Background: an optimization exercise with open tools, aiming at small area. Do not read the settings as production practice. Only simulation tests tie the RTL to the original design; equivalence was not proved. The clock port is modelled as an ideal driver; clocking choices that lean on that would not hold on a real chip.

==> 10-13: inputs <==
==> flow/design.v <==
module ipass_rpmseq #(
    parameter integer T_SETTLE = 100    
) (
    input  wire        clk,
    input  wire        rst,             
    input  wire [6:0]  cfg_dev_addr,    
    input  wire        cmd_valid,
    output wire        cmd_ready,
    input  wire [31:0] cmd_word,
    output wire        rsp_valid,
    input  wire        rsp_ready,
    output wire [1:0]  rsp_status,
    output wire [15:0] rsp_data,
    output wire        bt_req_valid,
    input  wire        bt_req_ready,
    output wire        bt_req_rw,
    output wire [6:0]  bt_req_addr,
    output wire [1:0]  bt_req_len,
    output wire [15:0] bt_req_wdata,
    input  wire        bt_rsp_valid,
    input  wire        bt_rsp_ok,
    input  wire [7:0]  bt_rsp_rdata,
    output wire [7:0]  port_wdata,
    output wire [1:0]  port_write,
    output wire [1:0]  port_flush,
    output wire        busy
);
    localparam [2:0] S_IDLE  = 3'd0;
    localparam [2:0] S_STEP  = 3'd6;
    localparam [2:0] S_REQ   = 3'd1;
    localparam [2:0] S_WAIT  = 3'd3;
    localparam [2:0] S_SHIFT = 3'd4;    
    localparam [2:0] S_SHF   = 3'd5;    
    localparam [2:0] S_SHI   = 3'd7;    
    localparam [2:0] S_RESP  = 3'd2;
    reg [2:0]  state;
    reg [6:0]  dev_addr;
    reg [23:0] r;               
    reg [6:0]  cnt;             
    reg        bo;              
    reg [2:0]  idx0, idx1;
    reg        fa, fb, fr, ph;
    wire       unit = fa, dir = fb, done = ph, rw = ph, wr = fa;
    wire [3:0] op = cmd_word[31:28];
    wire z70   = (cmd_word[7:0] == 8'd0);
    wire z158  = (cmd_word[15:8] == 8'd0);
    wire z2316 = (cmd_word[23:16] == 8'd0);
    wire op_b  = !op[3] && !op[2] && (op[1] || op[0]);      
    wire op_w  = (op == 4'h4);
    wire op_s  = (op == 4'h8);
    wire op_e  = (op == 4'h9);
    wire legal = !cmd_word[27] && !cmd_word[25] &&
                 (op_s ||
                  (!cmd_word[24] && z158 &&
                   ((op_e && z2316 && z70) ||
                    (!cmd_word[26] && (op_w || (op_b && z70))))));
    wire illegal = !legal;
    function [3:0] rom;
        input [2:0] k;
        case (k)
            3'd0: rom = 4'h1;
            3'd1: rom = 4'h3;
            3'd2: rom = 4'h2;
            3'd3: rom = 4'h6;
            3'd4: rom = 4'h4;
            3'd5: rom = 4'hC;
            3'd6: rom = 4'h8;
            default: rom = 4'h9;
        endcase
    endfunction
    wire in_step  = (state == S_STEP);
    wire in_shift = (state == S_SHIFT) || (state == S_SHF) || (state == S_SHI);
    wire clr      = in_step ? done : (!rw || (state != S_SHIFT));
    wire st_bit   = (cnt[4:1] == 4'b0100) &&
                    (cnt[0] ? (state == S_SHI) : (state == S_SHF));
    wire c_lt24   = (cnt[6:5] == 2'b00) && !(cnt[4] && cnt[3]);
    wire sh_last  = (cnt[2:0] == 3'b111) &&
                    (clr ? (cnt[4:3] == 2'b10) : fr ? (cnt[4:3] == 2'b00)
                                                             : (cnt[4:3] == 2'b01));
    wire sh       = (in_step && c_lt24) || in_shift;
    wire y        = in_step && !done && (cnt[4:1] == 4'd0);    
    wire bo_in    = bo;
    wire x        = r[0];
    wire sin      = clr ? st_bit : (x ^ y ^ bo_in);
    wire bo_nx    = (!x && (y || bo_in)) || (y && bo_in);
    wire c126     = (cnt[6:1] == 6'b111111);
    wire ev_write = in_step && !done && c126 && !cnt[0];
    wire ev_flush = in_step && !done && c126 &&  cnt[0];
    wire [1:0] move     = bo ? (r[1:0] - 2'd1) : 2'd3;
    wire [2:0] cur_idx  = unit ? idx1 : idx0;
    wire [2:0] next_idx = dir ? (cur_idx - {1'b0, move}) : (cur_idx + {1'b0, move});
    wire [3:0] pattern  = rom(next_idx);
    wire answer = (state == S_WAIT) && bt_rsp_valid;
    assign cmd_ready    = (state == S_IDLE) && !rst;
    assign busy         = (state != S_IDLE) && !rst;
    assign rsp_valid    = (state == S_RESP) && !rst;
    assign rsp_status   = r[9:8];
    assign rsp_data     = {r[23:16], r[7:0]};
    assign bt_req_valid = (state == S_REQ) && !rst;
    assign bt_req_rw    = rw;
    assign bt_req_addr  = dev_addr;
    assign bt_req_len   = (wr && !rw) ? 2'd2 : 2'd1;
    assign bt_req_wdata = {r[23:16], r[7:0]};
    assign port_wdata   = {pattern, pattern};
    assign port_write   = (ev_write && !rst) ? (unit ? 2'b10 : 2'b01) : 2'b00;
    assign port_flush   = (ev_flush && !rst) ? (unit ? 2'b10 : 2'b01) : 2'b00;
    always @(posedge clk) begin
        if (state == S_IDLE)
            r <= cmd_word[23:0];
        else if (sh)
            r <= {sin, r[23:1]};
        else if (answer && bt_rsp_ok && rw)
            r[23:16] <= bt_rsp_rdata;
    end
    always @(posedge clk) begin
        cnt <= ((state == S_IDLE) || answer) ? 7'd0 : cnt + 7'd1;
        if (state == S_IDLE) bo <= 1'b0;
        else if (sh) bo <= bo_nx;
    end
    always @(posedge clk) begin
        if (rst) begin
            state    <= S_IDLE;
            dev_addr <= cfg_dev_addr;
            idx0     <= 3'd0;
            idx1     <= 3'd0;
        end else begin
            case (state)
                S_IDLE: begin
                    fa   <= cmd_word[26] | cmd_word[30];
                    fb   <= cmd_word[24] | cmd_word[28];
                    fr   <= cmd_word[29];
                    ph   <= 1'b0;
                    if (cmd_valid)
                        state <= illegal ? S_SHI : op[3] ? S_STEP : S_REQ;
                end
                S_STEP: begin
                    if (ev_write) begin
                        if (unit) idx1 <= next_idx;
                        else      idx0 <= next_idx;
                    end
                    if (ev_flush && bo)
                        ph <= 1'b1;
                    if (done && c126 && !cnt[0])
                        state <= S_RESP;
                end
                S_REQ: begin
                    if (bt_req_ready)
                        state <= S_WAIT;
                end
                S_WAIT: begin
                    if (bt_rsp_valid) begin
                        state <= bt_rsp_ok ? S_SHIFT : S_SHF;
                    end
                end
                S_SHIFT, S_SHF, S_SHI: begin
                    if (sh_last) begin
                        if (state == S_SHIFT && fr) begin
                            fr    <= fb;
                            fb    <= 1'b0;
                            ph    <= 1'b1;
                            state <= S_REQ;
                        end else begin
                            state <= S_RESP;
                        end
                    end
                end
                S_RESP: begin
                    if (rsp_ready)
                        state <= S_IDLE;
                end
            endcase
        end
    end
endmodule
==> flow/flow/run.sh <==
#!/bin/bash
# Layout: the standard ORFS flow (standard.sh) with three changes:
#  1. after the standard synthesis, the combinational cells are mapped again
#     with Yosys/ABC for area (flow/remap.abc); every flip-flop instance of
#     the standard synthesis is kept as it is (same names, same cells). The
#     new netlist is used only if Yosys proves it equivalent to the standard
#     one; otherwise the standard netlist is kept;
#  2. each port is buffered by sky130_fd_sc_hd__buf_1;
#  3. CTS uses clkbuf_4/clkbuf_8 in clusters of at most 10 sinks, with no
#     dummy loads.
# Each tool's output goes to a log file in this folder.
set -euo pipefail
here=$(pwd)
res=$here/orfs/results/$FLOW_PLATFORM/ipass_rpmseq/base
vars=(BUFFER_PORTS_ARGS="-buffer_cell sky130_fd_sc_hd__buf_1"
      CTS_ARGS="-sink_clustering_enable -repair_clock_nets -buf_list {sky130_fd_sc_hd__clkbuf_4 sky130_fd_sc_hd__clkbuf_8} -sink_clustering_size 10 -dont_use_dummy_load")

bash standard.sh "${vars[@]}" synth > log_1_synth.log 2>&1

# re-map the combinational logic of the standard synthesis
lib=$FLOW_HOME/platforms/$FLOW_PLATFORM/lib/sky130_fd_sc_hd__tt_025C_1v80.lib
du=$(sed -n '/DONT_USE_CELLS += /,/^$/p' $FLOW_HOME/platforms/$FLOW_PLATFORM/config.mk \
     | grep -o 'sky130_fd_sc_hd__[a-z0-9_]*' | sed 's/^/-dont_use /' | tr '\n' ' ')
yosys=$FLOW_HOME/../tools/install/yosys/bin/yosys
[ -x "$yosys" ] || yosys=$(command -v yosys)
cp $res/1_2_yosys.v $here/std_1_2_yosys.v
cat > $here/remap.ys <<EOY
read_liberty -ignore_miss_func $lib
blackbox sky130_fd_sc_hd__df* sky130_fd_sc_hd__edf* sky130_fd_sc_hd__sdf* sky130_fd_sc_hd__sedf* sky130_fd_sc_hd__dl*
read_verilog $here/std_1_2_yosys.v
hierarchy -top $FLOW_TOP
flatten
opt -full
abc -liberty $lib $du -script $here/flow/remap.abc
opt_clean -purge
hilomap -singleton -hicell sky130_fd_sc_hd__conb_1 HI -locell sky130_fd_sc_hd__conb_1 LO
splitnets
opt_clean -purge
insbuf -buf sky130_fd_sc_hd__buf_4 A X
stat -liberty $lib
write_verilog -noattr -nohex -nodec $here/remap_1_2_yosys.v
EOY
cat > $here/remap_check.ys <<EOY
read_liberty -lib $lib
read_verilog $here/remap_1_2_yosys.v
hierarchy -top $FLOW_TOP
check -assert -mapped
design -reset
read_liberty -ignore_miss_func $lib
read_verilog $here/std_1_2_yosys.v
rename $FLOW_TOP gold
read_verilog $here/remap_1_2_yosys.v
rename $FLOW_TOP gate
hierarchy -check
flatten gold gate
rename -hide gold/w:_* gate/w:_*
opt_clean
equiv_make gold gate eq
hierarchy -top eq
equiv_simple -seq 2
equiv_induct
equiv_status -assert
EOY
if $yosys -s $here/remap.ys > log_2_remap.log 2>&1 &&
   $yosys -s $here/remap_check.ys > log_3_remap_check.log 2>&1; then
  cp $here/remap_1_2_yosys.v $res/1_2_yosys.v
  rm -f $res/1_synth.odb $res/1_synth.sdc
  echo "re-mapped netlist used" > remap_result.txt
else
  echo "re-mapping failed or not proven: standard netlist kept" > remap_result.txt
fi

bash standard.sh "${vars[@]}" finish > log_4_layout.log 2>&1
==> flow/flow/remap.abc <==
strash; dc2; strash; &get -n; &deepsyn -T 30 -S 7; &put; dch -f; map -a; mfs2; strash; dch -f; map -a; topo; dnsize
==> flow/standard.sh <==
#!/bin/bash
# synth_recipe.tcl (not shown) runs the flow's synth.tcl, then flattens the netlist and writes it again
# the make line also repeats each setting of config.mk as NAME=value (left out here)
make -C /OpenROAD-flow-scripts/flow DESIGN_CONFIG=/design/flow/config.mk WORK_HOME=/design/flow/orfs CLKGATE_MAP_FILE= SYNTH_SCRIPT=/design/flow/synth_recipe.tcl "${@:-finish}"
==> flow/config.mk <==
export PLATFORM = sky130hd
export DESIGN_NAME = ipass_rpmseq
export DESIGN_NICKNAME = ipass_rpmseq
export VERILOG_FILES = /design/flow/design.v
export SDC_FILE = /design/flow/constraint.sdc
export NUM_CORES = 4
export LEC_CHECK = 0
export ABC_AREA = 1
export CAP_MARGIN = 20
export CORE_MARGIN = 2
export CORE_UTILIZATION = 40
export PLACE_DENSITY = 0.6
export SLEW_MARGIN = 20
==> flow/constraint.sdc <==
create_clock -name core_clock -period 5.0 [get_ports {clk}]
set_input_delay 1.0000 -clock core_clock [delete_from_list [all_inputs] [get_ports {clk}]]
set_output_delay 1.0000 -clock core_clock [all_outputs]
set_load 0.01 [all_outputs]
==> 04-14 (differences from 10-13) <==
--- a/flow/flow/run.sh
+++ b/flow/flow/run.sh
@@ -3,9 +3,10 @@
 #  1. after the standard synthesis, the combinational cells are mapped again
-#     with Yosys/ABC for area (flow/remap.abc); every flip-flop instance of
-#     the standard synthesis is kept as it is (same names, same cells). The
-#     new netlist is used only if Yosys proves it equivalent to the standard
-#     one; otherwise the standard netlist is kept;
+#     with Yosys/ABC for area, with several ABC seeds; every flip-flop
+#     instance of the standard synthesis is kept as it is (same names, same
+#     cells). The smallest new netlist that Yosys proves equivalent to the
+#     standard one is used; if none is, the standard netlist is kept;
 #  2. each port is buffered by sky130_fd_sc_hd__buf_1;
-#  3. CTS uses clkbuf_4/clkbuf_8 in clusters of at most 10 sinks, with no
-#     dummy loads.
+#  3. CTS uses clkbuf_4/clkbuf_8 with no dummy loads.
+# The re-mapped netlist keeps pass-through outputs as assigns (no buffers);
+# buffer_ports then gives each port its own buffer.
 # Each tool's output goes to a log file in this folder.
@@ -19,3 +20,2 @@
 
-# re-map the combinational logic of the standard synthesis
 lib=$FLOW_HOME/platforms/$FLOW_PLATFORM/lib/sky130_fd_sc_hd__tt_025C_1v80.lib
@@ -26,3 +26,7 @@
 cp $res/1_2_yosys.v $here/std_1_2_yosys.v
-cat > $here/remap.ys <<EOY
+
+remap() {  # $1 = seed
+  local s=$1
+  echo "strash; dc2; strash; &get -n; &deepsyn -T 30 -S $s; &put; dch -f; map -a; mfs2; strash; dch -f; map -a; topo; dnsize" > $here/remap_$s.abc
+  cat > $here/remap_$s.ys <<EOY
 read_liberty -ignore_miss_func $lib
@@ -33,3 +37,3 @@
 opt -full
-abc -liberty $lib $du -script $here/flow/remap.abc
+abc -liberty $lib $du -script $here/remap_$s.abc
 opt_clean -purge
@@ -38,9 +42,12 @@
 opt_clean -purge
-insbuf -buf sky130_fd_sc_hd__buf_4 A X
-stat -liberty $lib
-write_verilog -noattr -nohex -nodec $here/remap_1_2_yosys.v
+
+tee -o $here/remap_$s.stat stat -liberty $lib
+write_verilog -noattr -nohex -nodec $here/remap_$s.v
 EOY
-cat > $here/remap_check.ys <<EOY
+  $yosys -s $here/remap_$s.ys > log_2_remap_$s.log 2>&1 || rm -f $here/remap_$s.v
+}
+prove() {  # $1 = netlist
+  cat > $here/prove.ys <<EOY
 read_liberty -lib $lib
-read_verilog $here/remap_1_2_yosys.v
+read_verilog $1
 hierarchy -top $FLOW_TOP
@@ -51,3 +58,3 @@
 rename $FLOW_TOP gold
-read_verilog $here/remap_1_2_yosys.v
+read_verilog $1
 rename $FLOW_TOP gate
@@ -63,9 +70,24 @@
 EOY
-if $yosys -s $here/remap.ys > log_2_remap.log 2>&1 &&
-   $yosys -s $here/remap_check.ys > log_3_remap_check.log 2>&1; then
-  cp $here/remap_1_2_yosys.v $res/1_2_yosys.v
+  $yosys -s $here/prove.ys > log_3_prove_$(basename $1 .v).log 2>&1
+}
+
+for s in 1 2 3 4; do remap $s & done; wait
+for s in 5 6 7 8; do remap $s & done; wait
+
+# candidates, smallest area first
+ls $here/remap_*.v 2>/dev/null | while read f; do
+  st=${f%.v}.stat
+  a=$(grep -o "Chip area for module .*: [0-9.]*" $st | awk '{print $NF}')
+  echo "$a $f"
+done | sort -n > $here/remap_candidates.txt || true
+used=""
+while read a f; do
+  if prove $f; then used=$f; break; fi
+done < $here/remap_candidates.txt
+if [ -n "$used" ]; then
+  cp $used $res/1_2_yosys.v
   rm -f $res/1_synth.odb $res/1_synth.sdc
-  echo "re-mapped netlist used" > remap_result.txt
+  echo "re-mapped netlist used: $used" > remap_result.txt
 else
-  echo "re-mapping failed or not proven: standard netlist kept" > remap_result.txt
+  echo "no re-mapped netlist proven: standard netlist kept" > remap_result.txt
 fi
Settings changed: GPL_TIMING_DRIVEN set to 0.
removed: flow/flow/remap.abc
==> 06-16 (differences from 10-13) <==
==> flow/flow/run.sh (replaced) <==
#!/bin/bash
# Layout: the standard ORFS flow (standard.sh) with three changes:
#  1. after the standard synthesis, the combinational cells are mapped again
#     with Yosys/ABC for area, with several ABC seeds; every flip-flop
#     instance of the standard synthesis is kept as it is (same names, same
#     cells). The smallest new netlist that Yosys proves equivalent to the
#     standard one is used; if none is, the standard netlist is kept;
#  2. each port is buffered by sky130_fd_sc_hd__buf_1;
#  3. CTS uses clkbuf_4/clkbuf_8 with no dummy loads; the root clock buffer,
#     which only drives the leaf clock buffers, is then sized down to
#     clkbuf_2 (flow/post_cts.tcl).
# The re-mapped netlist keeps pass-through outputs as assigns (no buffers);
# buffer_ports then gives each port its own buffer.
# Each tool's output goes to a log file in this folder.
set -euo pipefail
here=$(pwd)
res=$here/orfs/results/$FLOW_PLATFORM/ipass_rpmseq/base
vars=(BUFFER_PORTS_ARGS="-buffer_cell sky130_fd_sc_hd__buf_1"
      CTS_ARGS="-sink_clustering_enable -repair_clock_nets -buf_list {sky130_fd_sc_hd__clkbuf_4 sky130_fd_sc_hd__clkbuf_8} -sink_clustering_size 10 -dont_use_dummy_load"
      POST_CTS_TCL=$here/flow/post_cts.tcl)

bash standard.sh "${vars[@]}" synth > log_1_synth.log 2>&1

lib=$FLOW_HOME/platforms/$FLOW_PLATFORM/lib/sky130_fd_sc_hd__tt_025C_1v80.lib
du=$(sed -n '/DONT_USE_CELLS += /,/^$/p' $FLOW_HOME/platforms/$FLOW_PLATFORM/config.mk \
     | grep -o 'sky130_fd_sc_hd__[a-z0-9_]*' | sed 's/^/-dont_use /' | tr '\n' ' ')
yosys=$FLOW_HOME/../tools/install/yosys/bin/yosys
[ -x "$yosys" ] || yosys=$(command -v yosys)
cp $res/1_2_yosys.v $here/std_1_2_yosys.v

remap() {  # $1 = seed
  local s=$1
  echo "strash; dc2; strash; &get -n; &deepsyn -T 30 -S $s; &put; dch -f; map -a; mfs2; strash; dch -f; map -a; topo; dnsize" > $here/remap_$s.abc
  cat > $here/remap_$s.ys <<EOY
read_liberty -ignore_miss_func $lib
blackbox sky130_fd_sc_hd__df* sky130_fd_sc_hd__edf* sky130_fd_sc_hd__sdf* sky130_fd_sc_hd__sedf* sky130_fd_sc_hd__dl*
read_verilog $here/std_1_2_yosys.v
hierarchy -top $FLOW_TOP
flatten
opt -full
abc -liberty $lib $du -script $here/remap_$s.abc
opt_clean -purge
hilomap -singleton -hicell sky130_fd_sc_hd__conb_1 HI -locell sky130_fd_sc_hd__conb_1 LO
splitnets
opt_clean -purge

tee -o $here/remap_$s.stat stat -liberty $lib
write_verilog -noattr -nohex -nodec $here/remap_$s.v
EOY
  $yosys -s $here/remap_$s.ys > log_2_remap_$s.log 2>&1 || rm -f $here/remap_$s.v
}
prove() {  # $1 = netlist
  cat > $here/prove.ys <<EOY
read_liberty -lib $lib
read_verilog $1
hierarchy -top $FLOW_TOP
check -assert -mapped
design -reset
read_liberty -ignore_miss_func $lib
read_verilog $here/std_1_2_yosys.v
rename $FLOW_TOP gold
read_verilog $1
rename $FLOW_TOP gate
hierarchy -check
flatten gold gate
rename -hide gold/w:_* gate/w:_*
opt_clean
equiv_make gold gate eq
hierarchy -top eq
equiv_simple -seq 2
equiv_induct
equiv_status -assert
EOY
  $yosys -s $here/prove.ys > log_3_prove_$(basename $1 .v).log 2>&1
}

for s in 1 2 3 4; do remap $s & done; wait
for s in 5 6 7 8; do remap $s & done; wait

# candidates, smallest area first
ls $here/remap_*.v 2>/dev/null | while read f; do
  st=${f%.v}.stat
  a=$(grep -o "Chip area for module .*: [0-9.]*" $st | awk '{print $NF}')
  echo "$a $f"
done | sort -n > $here/remap_candidates.txt || true
used=""
while read a f; do
  if prove $f; then used=$f; break; fi
done < $here/remap_candidates.txt
if [ -n "$used" ]; then
  cp $used $res/1_2_yosys.v
  rm -f $res/1_synth.odb $res/1_synth.sdc
  echo "re-mapped netlist used: $used" > remap_result.txt
else
  echo "no re-mapped netlist proven: standard netlist kept" > remap_result.txt
fi

bash standard.sh "${vars[@]}" finish > log_4_layout.log 2>&1
==> flow/flow/post_cts.tcl (new file) <==
# POST_CTS hook: the root clock buffer (the one the clk port drives) only
# drives the few leaf clock buffers of the tree, so give it a small cell.
# Every register still gets its clock through the same root and one leaf
# buffer, so the tree's balance is unchanged.
set block [ord::get_db_block]
set small [[ord::get_db] findMaster sky130_fd_sc_hd__clkbuf_2]
foreach it [[$block findNet clk] getITerms] {
  set inst [$it getInst]
  if {[string match sky130_fd_sc_hd__clkbuf_* [[$inst getMaster] getName]]} {
    set n 0
    foreach o [[[$inst findITerm X] getNet] getITerms] { incr n }
    if {$n <= 9} {
      puts "post_cts: [$inst getName] [[$inst getMaster] getName] -> sky130_fd_sc_hd__clkbuf_2 ($n pins on its net)"
      $inst swapMaster $small
    }
  }
}
Settings changed: CORE_UTILIZATION 40 to 50, GPL_TIMING_DRIVEN set to 0, PLACE_DENSITY 0.6 to 0.7.
removed: flow/flow/remap.abc
==> impl_metrics.ini <==
[status]
status = timing/DRC/antenna clean

[cts]
cts_buffer_depth = 2
cts_resized = 0

[die]
rows = 29

[cells_and_area]
final_util = 0.504
post-route-cell-area_sq_um = 3160
final_cell_mix = buf_1 (113), nand2_1 (85), nor2_1 (49), edfxtp_1 (35), clkinv_1 (34)
buffers = 114

[critical_path]
cp.buffers_inverters = 4
endpoint = cmd_ready

[grt]
grt_pass1_vias = 2348
grt_first_pass_wirelength_microns = 10800

[drt]
wl_per_cell_microns = 13.2
met2_length_microns = 3290
That was 04-14.
==> impl_metrics.ini <==
[status]
status = timing/DRC/antenna clean

[drt]
wl_per_cell_microns = 12.6
met2_length_microns = 3070

[critical_path]
endpoint = port_wdata[6]
crit_required_ps = 4000
critPathLaunchType = flip-flop
cp.buffers_inverters = 2

[die]
rows = 26

[power]
cellPowerDensity_nw_per_um2 = 578

[place]
dp.cells = 495

[cells_and_area]
final_cell_mix = buf_1 (113), nand2_1 (85), nor2_1 (49), edfxtp_1 (35), clkinv_1 (34)
final_util = 0.628
largest_reg_flops = 24
buffers = 114
That was 06-16.
==> impl_metrics.ini <==
[status]
status = timing/DRC/antenna clean

[cells_and_area]
buffers = 117
final_cell_mix = buf_1 (113), nand2_1 (66), nor2_1 (56), clkinv_1 (49), edfxtp_1 (35)
post-route-cell-area_sq_um = 3240

[die]
rows = 30

[cts]
cts_resized = 0

[critical_path]
cp.buffers_inverters = 1
endpoint = port_wdata[2]

[drt]
met2_length_microns = 3210
That was 10-13.

-- re-timing with driven ports --
Ports are ideal in the flow. The routed layouts listed here were re-timed in OpenROAD.
Step 1 sets driving cells, clkbuf_16 on the clock port and buf_2 on the other inputs (assumed; they add their load-dependent delay and slew).
Step 2 times the ports against the registers' clock, not the clock port: input delays grow and output delays shrink by t, the midpoint of the rising clock arrivals with the driver on.
Three values: ideal ports, drivers, drivers and shift; two values: the first two.
| run | t (ns) | setup slack, ns | worst data-port slew with drivers (ns) |
|---|---|---|---|
| 10-13 | 0.317 | 1.190 / 1.161 / 1.478 | 0.05 |
| 04-14 | 0.322 | 1.330 / 1.302 / 1.624 | 0.04 |
| 06-16 | 0.401 | 1.316 / 1.291 / 1.632 | 0.04 |
After both steps setup and hold are still met in every run listed.
